Background: an optimization exercise with open tools, aiming at small area, a short achievable clock period and few clock cycles. Do not read the settings as production practice. At most, simulation tests tie the RTL to the original design; equivalence was not proved. The clock input has no modelled driver; a real chip could not lean on it and would need a root buffer or a full tree. Power is estimated from default activity; no workload was simulated.

==> lagoon <==
==> flow/design.v <==
module tslcf_deframer (
    input  wire       clk,
    input  wire       rst,
    input  wire       in_valid,
    output wire       in_ready,
    input  wire [1:0] in_kind,
    input  wire [7:0] in_data,
    output reg        b_valid,    
    output reg        e_valid,    
    output reg        a_valid,    
    output reg        fe_first,   
    output reg  [7:0] op_byte
);
    localparam [1:0] K_DATA  = 2'd0,
                     K_EOS   = 2'd1,
                     K_ABORT = 2'd2;
    localparam [1:0] HUNT0 = 2'd0,   
                     HUNT1 = 2'd1,   
                     BODY0 = 2'd2,   
                     BODY1 = 2'd3;   
    reg  [1:0] state;
    reg        pend_end;    
    reg        nfe;         
    assign in_ready = nfe;
    always @(*) fe_first = !nfe;
    wire take   = in_valid && !fe_first;
    wire is_esc;
    wire is_stx;
    tslcf_bytecmp u_cmp (
        .d   (in_data),
        .esc (is_esc),
        .stx (is_stx)
    );
    always @(posedge clk) begin
        if (!fe_first)
            op_byte <= in_data;
    end
    wire k_data  = !in_kind[1] && !in_kind[0];
    wire k_eos   = !in_kind[1] &&  in_kind[0];
    wire k_abort =  in_kind[1] && !in_kind[0];
    wire s_hunt1 = (state == HUNT1);
    wire s_body0 = (state == BODY0);
    wire s_body1 = (state == BODY1);
    wire in_body = state[1];
    wire t_data  = take && k_data;
    wire t_stop  = take && (k_eos || k_abort);    
    reg [1:0] state_n;
    always @(*) begin
        state_n = state;
        if (t_stop)
            state_n = HUNT0;
        else if (t_data) begin
            case (state)
                HUNT0: if (is_esc) state_n = HUNT1;
                HUNT1: if (is_stx) state_n = BODY0; else if (!is_esc) state_n = HUNT0;
                BODY0: if (is_esc) state_n = BODY1;
                default: state_n = BODY0;
            endcase
        end
    end
    wire lone_x  = t_data && s_body1 && !is_esc && !is_stx;
    wire lone_e  = take && k_eos && s_body1;
    wire fe_n    = lone_x || lone_e;
    wire b_n     = fe_first ? !pend_end
                 : (t_data && ((s_body0 && !is_esc) || (s_body1 && !is_stx))) || lone_e;
    wire e_n     = fe_first ? pend_end
                 : (t_data && s_body1 && is_stx) || (take && k_eos && s_body0);
    wire a_n     = !fe_first && take && k_abort && in_body;
    always @(posedge clk) begin
        pend_end <= lone_e;    
        if (rst) begin
            state    <= HUNT0;
            b_valid  <= 1'b0;
            e_valid  <= 1'b0;
            a_valid  <= 1'b0;
            nfe      <= 1'b1;
        end else begin
            state    <= state_n;
            b_valid  <= b_n;
            e_valid  <= e_n;
            a_valid  <= a_n;
            nfe      <= !fe_n;
        end
    end
endmodule
module tslcf_bytecmp (
    input  wire [7:0] d,
    output wire       esc,    
    output wire       stx     
);
    assign esc = (d == 8'hFE);
    assign stx = (d == 8'h02);
endmodule
module tslcf_parser (
    input  wire        clk,
    input  wire        rst,
    input  wire        b_valid,
    input  wire        e_valid,
    input  wire        a_valid,
    input  wire        fe_first,
    input  wire [7:0]  op_byte,
    output reg         out_valid,
    output reg  [3:0]  out_tag,
    output reg  [15:0] out_data
);
    localparam [2:0] F_PBC    = 3'd1,
                     F_VERFLG = 3'd2,
                     F_SCREEN = 3'd3,
                     F_INDEX  = 3'd4,
                     F_CW     = 3'd5,
                     F_TLEN   = 3'd6,
                     F_STOP   = 3'd7;    
    localparam [2:0] S_OK          = 3'd0,
                     S_TOOSHORT    = 3'd1,
                     S_LENMISMATCH = 3'd2,
                     S_TRUNCATED   = 3'd3,
                     S_UNSUPPORTED = 3'd4,
                     S_ABORTED     = 3'd5;
    reg  [2:0]  field;       
    reg         half;        
    reg         text;        
    reg  [15:0] text_nleft;  
    reg  [15:0] len_nleft;   
    reg         len_over;    
    wire [15:0] text_inc, len_inc;
    assign text_inc[0] = !text_nleft[0];
    assign len_inc[0]  = !len_nleft[0];
    genvar gi;
    generate
        for (gi = 1; gi < 16; gi = gi + 1) begin : g_inc
            assign text_inc[gi] = text_nleft[gi] ^ (&text_nleft[gi-1:0]);
            assign len_inc[gi]  = len_nleft[gi]  ^ (&len_nleft[gi-1:0]);
        end
    endgenerate
    wire [7:0]  lo_byte = out_data[7:0];      
    wire [7:0]  byte_in = fe_first ? 8'hFE : op_byte;
    wire [15:0] field16 = {byte_in, lo_byte};
    wire f_pbc  = (field == F_PBC);
    wire f_cw   = (field == F_CW);
    wire f_tlen = (field == F_TLEN);
    wire header = (field == F_PBC) || (field == F_VERFLG) || (field == F_SCREEN);
    wire stop   = (field == F_STOP);
    wire ev_text = b_valid && text;
    wire ev_lo   = b_valid && !text && !stop && !half;
    wire ev_hi   = b_valid && !text && !stop && half;
    wire ev_end  = e_valid || a_valid;
    reg  [2:0]  status;
    always @(*) begin
        if (a_valid)
            status = S_ABORTED;
        else if (header)
            status = S_TOOSHORT;
        else if (len_over || len_nleft != 16'hFFFF)
            status = S_LENMISMATCH;
        else if (stop)
            status = S_UNSUPPORTED;
        else if (field == F_INDEX && !half && !text)
            status = S_OK;
        else
            status = S_TRUNCATED;
    end
    always @(posedge clk) begin
        out_valid      <= ev_text || ev_hi || ev_end;
        out_tag[3]     <= ev_end;
        out_tag[2:0]   <= ev_end ? 3'd0 : ev_hi ? field : 3'd7;
        out_data[15:8] <= ev_hi ? byte_in : 8'd0;
        if (ev_end)
            out_data[7:0] <= {5'd0, status};
        else if (ev_text || ev_lo)
            out_data[7:0] <= byte_in;
    end
    always @(posedge clk) begin
        if (rst || ev_end) begin
            field <= F_PBC;
            half  <= 1'b0;
            text  <= 1'b0;
        end else if (ev_text) begin
            text <= (text_nleft[15:1] != 15'h7FFF);
        end else if (ev_lo) begin
            half <= 1'b1;
        end else if (ev_hi) begin
            half <= 1'b0;
            case (field)
                F_PBC:    field <= F_VERFLG;
                F_VERFLG: field <= F_SCREEN;
                F_CW:     field <= byte_in[7] ? F_STOP : F_TLEN;
                F_TLEN: begin
                    field <= F_INDEX;
                    text  <= (field16 != 16'd0);
                end
                F_SCREEN: field <= F_INDEX;
                default:  field <= F_CW;            
            endcase
        end
    end
    always @(posedge clk) begin
        if (ev_text)
            text_nleft <= text_inc;
        else if (ev_hi && f_tlen)
            text_nleft <= ~field16;
    end
    always @(posedge clk) begin
        if (b_valid) begin
            if (ev_hi && f_pbc) begin
                len_nleft <= ~field16;
                len_over  <= 1'b0;
            end else begin
                len_nleft <= len_inc;
                if (len_nleft == 16'hFFFF)
                    len_over <= 1'b1;
            end
        end
    end
endmodule
module tslcf_rx (
    input  wire        clk,
    input  wire        rst,
    input  wire        in_valid,
    output wire        in_ready,
    input  wire [1:0]  in_kind,
    input  wire [7:0]  in_data,
    output wire        out_valid,
    output wire [3:0]  out_tag,
    output wire [15:0] out_data
);
    wire       b_valid;
    wire       e_valid;
    wire       a_valid;
    wire       fe_first;
    wire [7:0] op_byte;
    tslcf_deframer u_deframer (
        .clk      (clk),
        .rst      (rst),
        .in_valid (in_valid),
        .in_ready (in_ready),
        .in_kind  (in_kind),
        .in_data  (in_data),
        .b_valid  (b_valid),
        .e_valid  (e_valid),
        .a_valid  (a_valid),
        .fe_first (fe_first),
        .op_byte  (op_byte)
    );
    tslcf_parser u_parser (
        .clk       (clk),
        .rst       (rst),
        .b_valid   (b_valid),
        .e_valid   (e_valid),
        .a_valid   (a_valid),
        .fe_first  (fe_first),
        .op_byte   (op_byte),
        .out_valid (out_valid),
        .out_tag   (out_tag),
        .out_data  (out_data)
    );
endmodule
==> flow/flow/run.sh <==
#!/bin/bash
# Standard layout with these changes:
#  - the ports get plain buffers instead of delay cells;
#  - the clock tree is built by hand (flow/cts_hook.tcl, run by ORFS's cts
#    step before it would call clock_tree_synthesis): one root buffer driving
#    one buffer per cluster of registers, in place of TritonCTS's H-tree;
#  - the slow wide OR/NOR cells in flow/dont_use.txt are added to the
#    platform's don't-use list (synthesis maps the same registers).
set -euo pipefail
work=$(pwd)
{
  echo "include $work/config.mk"
  echo "export DONT_USE_CELLS = $(cat "$work/flow/dont_use.txt")"
} > "$work/my_config.mk"
sed "s#DESIGN_CONFIG=[^ ]*#DESIGN_CONFIG=$work/my_config.mk#" standard.sh > my_standard.sh
grep -q "DESIGN_CONFIG=$work/my_config.mk" my_standard.sh
export BUFFER_PORTS_ARGS="-buffer_cell sky130_fd_sc_hd__buf_1"
export PRE_CTS_TCL="$work/flow/cts_hook.tcl"
bash my_standard.sh > flow.log 2>&1
==> flow/flow/cts_hook.tcl <==
# Clock tree by hand: the clock port drives K buffers, each driving a
# cluster of the registers (k-means on their placed positions).
proc manual_cts {K cbuf {rbuf ""}} {
  set block [ord::get_db_block]
  set clknet [$block findNet clk]
  set master [[ord::get_db] findMaster $cbuf]
  set sinks {}
  foreach it [$clknet getITerms] {
    set b [[$it getInst] getBBox]
    lappend sinks [list $it [expr {([$b xMin] + [$b xMax]) / 2.0}] [expr {([$b yMin] + [$b yMax]) / 2.0}]]
  }
  set sinks [lsort -real -index 1 $sinks]
  set n [llength $sinks]
  # initial centers: spread along x
  set cx {}; set cy {}
  for {set k 0} {$k < $K} {incr k} {
    set s [lindex $sinks [expr {int(($k + 0.5) * $n / $K)}]]
    lappend cx [lindex $s 1]; lappend cy [lindex $s 2]
  }
  for {set iter 0} {$iter < 30} {incr iter} {
    set sumx [lrepeat $K 0.0]; set sumy [lrepeat $K 0.0]; set cnt [lrepeat $K 0]
    set assign {}
    foreach s $sinks {
      set best 0; set bd 1e30
      for {set k 0} {$k < $K} {incr k} {
        set d [expr {abs([lindex $s 1] - [lindex $cx $k]) + abs([lindex $s 2] - [lindex $cy $k])}]
        if {$d < $bd} { set bd $d; set best $k }
      }
      lappend assign $best
      lset sumx $best [expr {[lindex $sumx $best] + [lindex $s 1]}]
      lset sumy $best [expr {[lindex $sumy $best] + [lindex $s 2]}]
      lset cnt $best [expr {[lindex $cnt $best] + 1}]
    }
    for {set k 0} {$k < $K} {incr k} {
      if {[lindex $cnt $k] > 0} {
        lset cx $k [expr {[lindex $sumx $k] / [lindex $cnt $k]}]
        lset cy $k [expr {[lindex $sumy $k] / [lindex $cnt $k]}]
      }
    }
  }
  set src $clknet
  if {$rbuf ne ""} {
    # one root buffer at the middle of the leaves
    set rinst [odb::dbInst_create $block [[ord::get_db] findMaster $rbuf] clkbuf_root]
    set src [odb::dbNet_create $block clknet_root]
    $src setSigType CLOCK
    [$rinst findITerm A] connect $clknet
    [$rinst findITerm X] connect $src
    set mx 0.0; set my 0.0
    for {set k 0} {$k < $K} {incr k} { set mx [expr {$mx + [lindex $cx $k]}]; set my [expr {$my + [lindex $cy $k]}] }
    $rinst setLocation [expr {int($mx / $K)}] [expr {int($my / $K)}]
    $rinst setPlacementStatus PLACED
  }
  for {set k 0} {$k < $K} {incr k} {
    set inst [odb::dbInst_create $block $master clkbuf_leaf_$k]
    set net [odb::dbNet_create $block clknet_leaf_$k]
    $net setSigType CLOCK
    [$inst findITerm A] connect $src
    [$inst findITerm X] connect $net
    $inst setLocation [expr {int([lindex $cx $k])}] [expr {int([lindex $cy $k])}]
    $inst setPlacementStatus PLACED
    lappend nets $net
  }
  foreach s $sinks a $assign {
    set it [lindex $s 0]
    $it disconnect
    $it connect [lindex $nets $a]
  }
  puts "manual_cts: $n sinks in $K clusters of [join $cnt { }]"
}

# ORFS's cts step calls clock_tree_synthesis: build the tree by hand instead,
# a root buffer driving one buffer per cluster of registers.
proc clock_tree_synthesis {args} {
  manual_cts 6 sky130_fd_sc_hd__clkbuf_8 sky130_fd_sc_hd__clkbuf_8
  set_propagated_clock [all_clocks]
}
==> flow/flow/dont_use.txt <==
sky130_fd_sc_hd__or4_1 sky130_fd_sc_hd__or4_2 sky130_fd_sc_hd__or4_4 sky130_fd_sc_hd__or4b_1 sky130_fd_sc_hd__or4b_2 sky130_fd_sc_hd__or4b_4 sky130_fd_sc_hd__or4bb_1 sky130_fd_sc_hd__or4bb_2 sky130_fd_sc_hd__or4bb_4 sky130_fd_sc_hd__or3_4 sky130_fd_sc_hd__or3b_4 sky130_fd_sc_hd__nor4_4 sky130_fd_sc_hd__nor3_4
==> flow/standard.sh <==
#!/bin/bash
# synth_recipe.tcl (not shown) runs the flow's synth.tcl, then flattens the netlist and writes it again
# the make line also repeats each setting of config.mk as NAME=value (left out here)
make -C /OpenROAD-flow-scripts/flow DESIGN_CONFIG=/design/flow/config.mk WORK_HOME=/design/flow/orfs CLKGATE_MAP_FILE= SYNTH_SCRIPT=/design/flow/synth_recipe.tcl "${@:-finish}"
==> flow/config.mk <==
export PLATFORM = sky130hd
export DESIGN_NAME = tslcf_rx
export DESIGN_NICKNAME = tslcf_rx
export VERILOG_FILES = /design/flow/design.v
export SDC_FILE = /design/flow/constraint.sdc
export NUM_CORES = 4
export LEC_CHECK = 0
export CAP_MARGIN = 20
export CORE_MARGIN = 2
export CORE_UTILIZATION = 65
export PLACE_DENSITY = 0.75
export SETUP_SLACK_MARGIN = 2.2
export SLEW_MARGIN = 20
export SYNTH_HIERARCHICAL = 1
export SYNTH_MINIMUM_KEEP_SIZE = 0
export TNS_END_PERCENT = 100
==> flow/constraint.sdc <==
create_clock -name core_clock -period 4.0 [get_ports {clk}]
set_input_delay 0.8000 -clock core_clock [delete_from_list [all_inputs] [get_ports {clk}]]
set_output_delay 0.8000 -clock core_clock [all_outputs]
set_load 0.01 [all_outputs]
==> inputs of delta, as changes to lagoon <==
--- a/flow/design.v
+++ b/flow/design.v
@@ -130,4 +130,4 @@
         for (gi = 1; gi < 16; gi = gi + 1) begin : g_inc
-            assign text_inc[gi] = text_nleft[gi] ^ (&text_nleft[gi-1:0]);
-            assign len_inc[gi]  = len_nleft[gi]  ^ (&len_nleft[gi-1:0]);
+            assign text_inc[gi] = (&text_nleft[gi-1:0]) ? !text_nleft[gi] : text_nleft[gi];
+            assign len_inc[gi]  = (&len_nleft[gi-1:0])  ? !len_nleft[gi]  : len_nleft[gi];
         end
@@ -168,3 +168,3 @@
             out_data[7:0] <= {5'd0, status};
-        else if (ev_text || ev_lo)
+        else if (!half)
             out_data[7:0] <= byte_in;
@@ -196,10 +196,12 @@
     always @(posedge clk) begin
-        if (ev_text)
-            text_nleft <= text_inc;
-        else if (ev_hi && f_tlen)
-            text_nleft <= ~field16;
-    end
-    always @(posedge clk) begin
         if (b_valid) begin
-            if (ev_hi && f_pbc) begin
+            if (f_tlen && half)
+                text_nleft <= ~field16;
+            else
+                text_nleft <= text_inc;
+        end
+    end
+    always @(posedge clk) begin
+        if (b_valid) begin
+            if (f_pbc && half) begin
                 len_nleft <= ~field16;
--- a/flow/flow/run.sh
+++ b/flow/flow/run.sh
@@ -4,5 +4,5 @@
 #  - the clock tree is built by hand (flow/cts_hook.tcl, run by ORFS's cts
-#    step before it would call clock_tree_synthesis): one root buffer driving
-#    one buffer per cluster of registers, in place of TritonCTS's H-tree;
-#  - the slow wide OR/NOR cells in flow/dont_use.txt are added to the
+#    step before it would call clock_tree_synthesis): the clock port drives
+#    one buffer per cluster of registers (3 clusters), in place of TritonCTS's H-tree;
+#  - the slow wide OR/NOR/AND cells in flow/dont_use.txt are added to the
 #    platform's don't-use list (synthesis maps the same registers).
--- a/flow/flow/cts_hook.tcl
+++ b/flow/flow/cts_hook.tcl
@@ -72,5 +72,5 @@
 # ORFS's cts step calls clock_tree_synthesis: build the tree by hand instead,
-# a root buffer driving one buffer per cluster of registers.
+# the clock port driving one buffer per cluster of registers.
 proc clock_tree_synthesis {args} {
-  manual_cts 6 sky130_fd_sc_hd__clkbuf_8 sky130_fd_sc_hd__clkbuf_8
+  manual_cts 3 sky130_fd_sc_hd__clkbuf_16
   set_propagated_clock [all_clocks]
==> flow/flow/dont_use.txt (replaced) <==
sky130_fd_sc_hd__or4_1 sky130_fd_sc_hd__or4_2 sky130_fd_sc_hd__or4_4 sky130_fd_sc_hd__or4b_1 sky130_fd_sc_hd__or4b_2 sky130_fd_sc_hd__or4b_4 sky130_fd_sc_hd__or4bb_1 sky130_fd_sc_hd__or4bb_2 sky130_fd_sc_hd__or4bb_4 sky130_fd_sc_hd__or3_4 sky130_fd_sc_hd__or3b_4 sky130_fd_sc_hd__nor4_4 sky130_fd_sc_hd__nor3_4 sky130_fd_sc_hd__nor4_1 sky130_fd_sc_hd__nor4_2 sky130_fd_sc_hd__nor4b_1 sky130_fd_sc_hd__nor4b_2 sky130_fd_sc_hd__nor4b_4 sky130_fd_sc_hd__nor4bb_1 sky130_fd_sc_hd__nor4bb_2 sky130_fd_sc_hd__nor4bb_4 sky130_fd_sc_hd__nor3_1 sky130_fd_sc_hd__nor3_2 sky130_fd_sc_hd__nor3b_1 sky130_fd_sc_hd__nor3b_2 sky130_fd_sc_hd__nor3b_4 sky130_fd_sc_hd__or3_1 sky130_fd_sc_hd__or3_2 sky130_fd_sc_hd__or3b_1 sky130_fd_sc_hd__or3b_2 sky130_fd_sc_hd__and4_1 sky130_fd_sc_hd__and4_2 sky130_fd_sc_hd__and4_4 sky130_fd_sc_hd__and4b_1 sky130_fd_sc_hd__and4b_2 sky130_fd_sc_hd__and4b_4 sky130_fd_sc_hd__and4bb_1 sky130_fd_sc_hd__and4bb_2 sky130_fd_sc_hd__and4bb_4
Settings changed: SETUP_SLACK_MARGIN 2.2 to 2.3.
==> inputs of garnet, as changes to lagoon <==
--- a/flow/design.v
+++ b/flow/design.v
@@ -110,4 +110,3 @@
                      F_CW     = 3'd5,
-                     F_TLEN   = 3'd6,
-                     F_STOP   = 3'd7;    
+                     F_TLEN   = 3'd6;
     localparam [2:0] S_OK          = 3'd0,
@@ -121,2 +120,3 @@
     reg         text;        
+    reg         stop;        
     reg  [15:0] text_nleft;  
@@ -141,3 +141,2 @@
     wire header = (field == F_PBC) || (field == F_VERFLG) || (field == F_SCREEN);
-    wire stop   = (field == F_STOP);
     wire ev_text = b_valid && text;
@@ -176,2 +175,3 @@
             text  <= 1'b0;
+            stop  <= 1'b0;
         end else if (ev_text) begin
@@ -185,3 +185,6 @@
                 F_VERFLG: field <= F_SCREEN;
-                F_CW:     field <= byte_in[7] ? F_STOP : F_TLEN;
+                F_CW: begin
+                    field <= F_TLEN;
+                    stop  <= byte_in[7];
+                end
                 F_TLEN: begin
==> flow/flow/run.sh (replaced) <==
#!/bin/bash
# Standard layout with two changes:
#  - the ports get plain buffers instead of delay cells;
#  - the clock tree is built by hand (flow/cts_hook.tcl, run by ORFS's cts
#    step before it would call clock_tree_synthesis): one root buffer driving
#    one buffer per cluster of registers, in place of TritonCTS's H-tree.
set -euo pipefail
work=$(pwd)
export BUFFER_PORTS_ARGS="-buffer_cell sky130_fd_sc_hd__buf_1"
export PRE_CTS_TCL="$work/flow/cts_hook.tcl"
bash standard.sh > flow.log 2>&1
Settings changed: SETUP_SLACK_MARGIN 2.2 to 2.1.
removed: flow/flow/dont_use.txt
==> run notes <==
- Area after synthesis: lagoon > garnet > delta.
- Of garnet and lagoon, garnet has the higher clock power (gap about 2%, measured against lagoon).
- Of lagoon and delta, delta has the higher combinational power (gap about 5%, measured against delta).
- Die area, lowest first: delta, garnet, lagoon.
- Between delta and lagoon, the lower maximum frequency is in lagoon (gap 12%, measured against lagoon).
- Against delta, the register-to-register slack of lagoon is worse by 0.19 ns.
- The lowest sequential share of layout area belongs to lagoon, the highest to delta.
- In garnet the sequential power is higher than in lagoon, by about 0.6%.
Testbench counts of lagoon, summed over its fixed seeds: cycles 14,627.
Testbench counts of delta, summed over its fixed seeds: cycles 14,627.
Function not checked in garnet: the RTL went through the layout flow alone. No run of this note takes its clock network from TritonCTS; it comes from the design's own scripts or RTL.

==> separate check: timing with driven ports <==
Ports are ideal in the flow. The routed layouts listed here were re-timed in OpenROAD. Step 1 assumes that a clkbuf_16 drives the clock port and a buf_2 every other input. Step 2 adds t to the input delays and takes it off the output delays; t is the mean of the earliest and latest rising clock arrival at the registers after step 1. Input paths then give back, and output paths get back, about the clock's delay inside the block. a / b / c = ideal ports / drivers / drivers and shift; a / b = the first two.
run | t, ns | slack for setup (ns) | hold WS [ns] | worst slew at a driven data input, ns | pins driven straight from the clock port
lagoon | 0.351 | 2.152 / 2.152 / 1.955 | 0.504 / 0.504 / 0.504 | 0.03 | 1
delta | 0.221 | 2.346 / 2.281 / 2.212 | 0.498 / 0.498 / 0.498 | 0.03 | 3
garnet | 0.362 | 2.127 / 2.124 / 1.762 | 0.487 / 0.487 / 0.487 | 0.04 | 1
After both steps setup and hold are still met in every run listed. For garnet, which loses most, drivers alone change the setup slack by -0.003 ns; drivers and shift together by -0.365 ns.
